This is an optimization exercise on Yosys and OpenROAD, whose aim is small area, a short achievable clock period and few clock cycles, not a production implementation. The RTL was checked by simulation tests, not by an equivalence proof against the original design.

==> build 70: inputs <==
## conv_engine
module conv_engine (
    input  wire        clk,
    input  wire        rst,
    input  wire        kc_we,
    input  wire [5:0]  kc_idx,
    input  wire [15:0] kc_data,
    input  wire        start,
    input  wire [7:0]  ksel,
    input  wire [7:0]  kdim,
    input  wire [15:0] kdiv,
    input  wire [31:0] src_base,
    input  wire [31:0] dst_base,
    input  wire [15:0] width,
    input  wire [15:0] height,
    output reg         busy,
    output reg         done,
    output reg  [2:0]  err,
    output reg         mem_req,
    output reg         mem_we,
    output wire [31:0] mem_addr,
    output reg  [7:0]  mem_wdata,
    input  wire        mem_gnt,
    input  wire        mem_rvalid,
    input  wire [7:0]  mem_rdata
);
    localparam ST_IDLE = 2'd0;
    localparam ST_MUL  = 2'd1;
    localparam ST_CHK  = 2'd2;
    localparam ST_RUN  = 2'd3;
    localparam PH_LEAD = 2'd0;    
    localparam PH_MAIN = 2'd1;
  ...
Settings: LEC_CHECK=0, CAP_MARGIN=20, CORE_MARGIN=2, CORE_UTILIZATION=40, SLEW_MARGIN=20; clock period 16.0 ns.
standard.sh (not shown) runs the stock make flow with config.mk's settings and CLKGATE_MAP_FILE= SYNTH_SCRIPT=/design/flow/synth_recipe.tcl, a recipe that flattens the netlist after the stock synthesis.
==> flow/flow/run.sh <==
#!/bin/bash
# The standard layout (the standard.sh, unchanged synthesis and steps),
# with two changes to how the layout is made:
#  - ORFS's timing repair keeps a setup margin, so that it sizes and buffers
#    paths well below the design's clock period;
#  - the port buffers that ORFS inserts at every input and output are plain
#    buffers (buf_4) rather than the delay cell buffer_ports picks by default.
set -euo pipefail
export BUFFER_PORTS_ARGS="-buffer_cell sky130_fd_sc_hd__buf_4"
bash standard.sh SETUP_SLACK_MARGIN=11.5 finish > flow_make.log 2>&1
==> trial 89: changes against build 70 <==
--- a/flow/design.v
+++ b/flow/design.v
@@ -27,23 +27,15 @@
     localparam ST_MUL  = 2'd1;
     localparam ST_CHK  = 2'd2;
     localparam ST_RUN  = 2'd3;
     localparam PH_LEAD = 2'd0;    
     localparam PH_MAIN = 2'd1;
     localparam PH_TAIL = 2'd2;    
-    reg [1:0]  st;
-    reg [15:0] Wr, Hr, Dr;
-    reg [1:0]  kc;             
-    reg [3:0]  cat;            
-    reg        sh, dh;         
-    reg [3:0]  mcnt;
-    reg [20:0] np;             
-    reg        nsat;           
     reg [783:0] kflat;
     reg [48:0]  kv;
-    wire        kc_wen = kc_we && (st == ST_IDLE) && (kc_idx < 6'd49);
+    wire        kc_wen = kc_we && !busy && (kc_idx < 6'd49);
     genvar g;
     generate
         for (g = 0; g < 49; g = g + 1) begin : g_kc
             always @(posedge clk)
                 if (kc_wen && kc_idx == g)
                     kflat[16*g +: 16] <= kc_data;
@@ -52,12 +44,20 @@
     always @(posedge clk) begin
         if (rst)
             kv <= 49'd0;
         else if (kc_wen)
             kv[kc_idx] <= 1'b1;
     end
+    reg [1:0]  st;
+    reg [15:0] Wr, Hr, Dr;
+    reg [1:0]  kc;             
+    reg [3:0]  cat;            
+    reg        sh, dh;         
+    reg [3:0]  mcnt;
+    reg [20:0] np;             
+    reg        nsat;           
     wire        bad_ksel  = (ksel > 8'd12);
     wire        bad_shape = (ksel == 8'd0) && (kdim == 8'd0 || !kdim[0] || kdim > 8'd7);
     wire        empty     = (width == 16'd0) || (height == 16'd0);
     wire [2:0]  e_pre     = bad_ksel ? 3'd3 : bad_shape ? 3'd1 : empty ? 3'd2 : 3'd0;
     reg  [15:0] d_new;
     always @(*) begin
@@ -84,18 +84,17 @@
     reg [1:0]  ph;
     reg        rd_done;
     reg        tr_is;          
     reg [1:0]  S;              
     reg [19:0] maddr;
     assign mem_addr = {12'd0, maddr};
-    reg        rq_rd, rq_wr;
     reg  [7:0] Oa, Ob;
     reg        Ova, Ovb;
     reg        Oa_sk, Ob_sk;   
     wire running  = (st == ST_RUN);
-    wire adv      = !(rq_rd || rq_wr) || mem_gnt;
+    wire adv      = !mem_req || mem_gnt;
     wire do_wr    = running && adv && (Ova || Ovb);
     wire col_st   = (ti == 3'd0);
     wire col_ok   = ((ph == PH_MAIN) && (cx >= {14'd0, kc})) ||
                     ((ph == PH_TAIL) && (({1'b0, Wr} + {15'd0, oc}) >= {15'd0, kc}));
     wire can_rd   = !rd_done && (!col_st || !col_ok || (S != 2'd2));
     wire do_rd    = running && adv && !Ova && !Ovb && can_rd;
@@ -655,13 +654,13 @@
     wire        dlast = dbusy && (dcnt == 2'd3);
     wire        dfin  = dlast && !Ova && !Ovb;
     wire        pop   = hv0 && (!dbusy || dfin);
     wire        h_load = av && (!hv0 || pop);
     wire        sat_a = (ha[29:25] != 5'd0) || (ha[24:0] >= {Dr, 9'd0});
     wire        sat_b = (hb[29:25] != 5'd0) || (hb[24:0] >= {Dr, 9'd0});
-    wire wr_taken = rq_wr && mem_gnt;
+    wire wr_taken = mem_req && mem_we && mem_gnt;
     wire fin      = running && wr_taken && (np == 21'd1);
     wire [21:0] np_nx  = {np, 1'b0} + {6'd0, (Hr[15] ? Wr : 16'd0)};
     wire [21:0] s_end  = {2'd0, top} + {1'b0, np};
     wire [21:0] d_end  = {2'd0, wpa} + {1'b0, np};
     wire        bad_rng = nsat || sh || dh || (s_end > 22'h100000) || (d_end > 22'h100000);
     wire        ovl     = ({2'd0, top} < d_end) && ({2'd0, wpa} < s_end);
@@ -670,14 +669,12 @@
             st      <= ST_IDLE;
             busy    <= 1'b0;
             done    <= 1'b0;
             err     <= 3'd0;
             mem_req <= 1'b0;
             mem_we  <= 1'b0;
-            rq_rd   <= 1'b0;
-            rq_wr   <= 1'b0;
             Ova     <= 1'b0;
             Ovb     <= 1'b0;
             S       <= 2'd0;
             rd_done <= 1'b0;
         end else begin
             done <= 1'b0;
@@ -739,35 +736,27 @@
                 end
                 ST_RUN: begin
                     if (adv) begin
                         if (Ova) begin
                             mem_req   <= 1'b1;
                             mem_we    <= 1'b1;
-                            rq_rd     <= 1'b0;
-                            rq_wr     <= 1'b1;
                             maddr     <= wpa;
                             mem_wdata <= Oa;
                             wpa       <= wpa + 20'd1 + (Oa_sk ? W20 : 20'd0);
                         end else if (Ovb) begin
                             mem_req   <= 1'b1;
                             mem_we    <= 1'b1;
-                            rq_rd     <= 1'b0;
-                            rq_wr     <= 1'b1;
                             maddr     <= wpb;
                             mem_wdata <= Ob;
                             wpb       <= wpb + 20'd1 + (Ob_sk ? W20 : 20'd0);
                         end else if (can_rd) begin
                             mem_req <= 1'b1;
                             mem_we  <= 1'b0;
-                            rq_rd   <= 1'b1;
-                            rq_wr   <= 1'b0;
                             maddr   <= raddr;
                         end else begin
                             mem_req <= 1'b0;
-                            rq_rd   <= 1'b0;
-                            rq_wr   <= 1'b0;
                         end
                     end
                     if (do_rd) begin
                         if (!last_ti) begin
                             ti    <= ti + 3'd1;
                             t     <= t1;
@@ -833,14 +822,12 @@
                     if (fin) begin
                         done    <= 1'b1;
                         busy    <= 1'b0;
                         err     <= 3'd0;
                         st      <= ST_IDLE;
                         mem_req <= 1'b0;
-                        rq_rd   <= 1'b0;
-                        rq_wr   <= 1'b0;
                     end
                 end
                 default: st <= ST_IDLE;
             endcase
         end
     end
==> flow/flow/run.sh (replaced) <==
#!/bin/bash
# The standard layout (the standard.sh, unchanged synthesis and steps),
# with ORFS's timing repair asked to keep a setup margin, so that it sizes
# and buffers paths well below the design's clock period.
set -euo pipefail
bash standard.sh SETUP_SLACK_MARGIN=11.2 finish > flow_make.log 2>&1
==> build 7: changes against build 70 <==
==> flow/flow/run.sh (replaced) <==
#!/bin/bash
# The standard layout (the standard.sh, unchanged synthesis and steps),
# with two changes to how the layout is made:
#  - ORFS's timing repair keeps a setup margin, so that it sizes and buffers
#    paths well below the design's clock period;
#  - the port buffers that ORFS inserts at every input and output are plain
#    buffers (buf_4) rather than the delay cell buffer_ports picks by default.
set -euo pipefail
export BUFFER_PORTS_ARGS="-buffer_cell sky130_fd_sc_hd__buf_4"
bash standard.sh SETUP_SLACK_MARGIN=11.3 finish > flow_make.log 2>&1
==> flow_summary_export.csv <==
group,metric,value,unit
final_layout,finish.utilization,44.7,%
setup_path,slowest_stage,"nor2_4",
status,status,"timing/DRC/antenna clean",
floorplan,core,318000,sq um
drt,wl_per_cell,27.2,um
setup_path,path_max_fanout,16,
setup_path,worstReg2RegStart,"b_one[3]",
grt,use_met1,38.6,%
hold_path,whs_endpoint,"db",
logic_synthesis,synthAdderAreaFrac,16.9,%
placement,pre_cts_slack,10.41,ns
logic_synthesis,syn_inst,12440,
placement,placed_area,134000,sq um
That was build 7.
==> flow_summary_export.csv <==
group,metric,value,unit
setup_path,path_max_fanout,6,
final_layout,finish.utilization,45.5,%
logic_synthesis,synthAdderAreaFrac,17.0,%
setup_path,worstReg2RegStart,"ri[0]",
setup_path,slowest_stage,"clkdlybuf4s50_1",
placement,pre_cts_slack,9.24,ns
status,status,"timing/DRC/antenna clean",
hold_path,whs_endpoint,"d_sk",
floorplan,core,315000,sq um
drt,wl_per_cell,27.1,um
That was trial 89.
==> flow_summary_export.csv <==
group,metric,value,unit
status,status,"timing/DRC/antenna clean",
floorplan,core,318000,sq um
logic_synthesis,synthAdderAreaFrac,16.9,%
drt,wl_per_cell,27.6,um
placement,placed_area,134000,sq um
grt,use_met1,39.2,%
hold_path,hold_path.class,"flop to flop",
clock_tree,clock-sinks,1989,
setup_path,path_max_fanout,1,
setup_path,slowest_stage,"edfxtp_1",
hold_path,whs_endpoint,"hb[1]",
logic_synthesis,syn_inst,12440,
setup_path,worstReg2RegStart,"ri[0]",
That was build 70.
Testbench counts of build 70, summed over its fixed seeds: cycles 122,270.
Testbench counts of trial 89, summed over its fixed seeds: cycles 122,270.
Testbench counts of build 7, summed over its fixed seeds: cycles 122,270.

static timing again, ports no longer ideal:
How much do the figures lean on ideal ports? The routed layouts below were timed once more, with nothing changed but the port constraints. Step 1 sets driving cells, clkbuf_16 on the clock port and buf_2 on the other inputs (assumed; they add their load-dependent delay and slew). Step 2, shift: input delay + t, output delay - t, t = (earliest + latest rising clock arrival at the registers) / 2. This alone moves slack from input paths to output paths. Slacks: no drivers / after step 1 / after step 2; pairs: no drivers / after step 1.
run | t (ns) | setup slack, ns | worst setup path after step 2 | slew at the worst register clock pin (ns)
build 70 | 1.017 | 11.354 / 11.235 / 10.588 | input to register | 0.07 / 0.07
trial 89 | 1.020 | 11.074 / 11.109 / 10.090 | input to register | 0.07 / 0.07
build 7 | 1.015 | 11.271 / 11.224 / 10.344 | input to register | 0.07 / 0.07
After both steps setup and hold are still met in every run listed. For trial 89, which loses most, drivers alone change the setup slack by +0.035 ns; drivers and shift together by -0.984 ns.
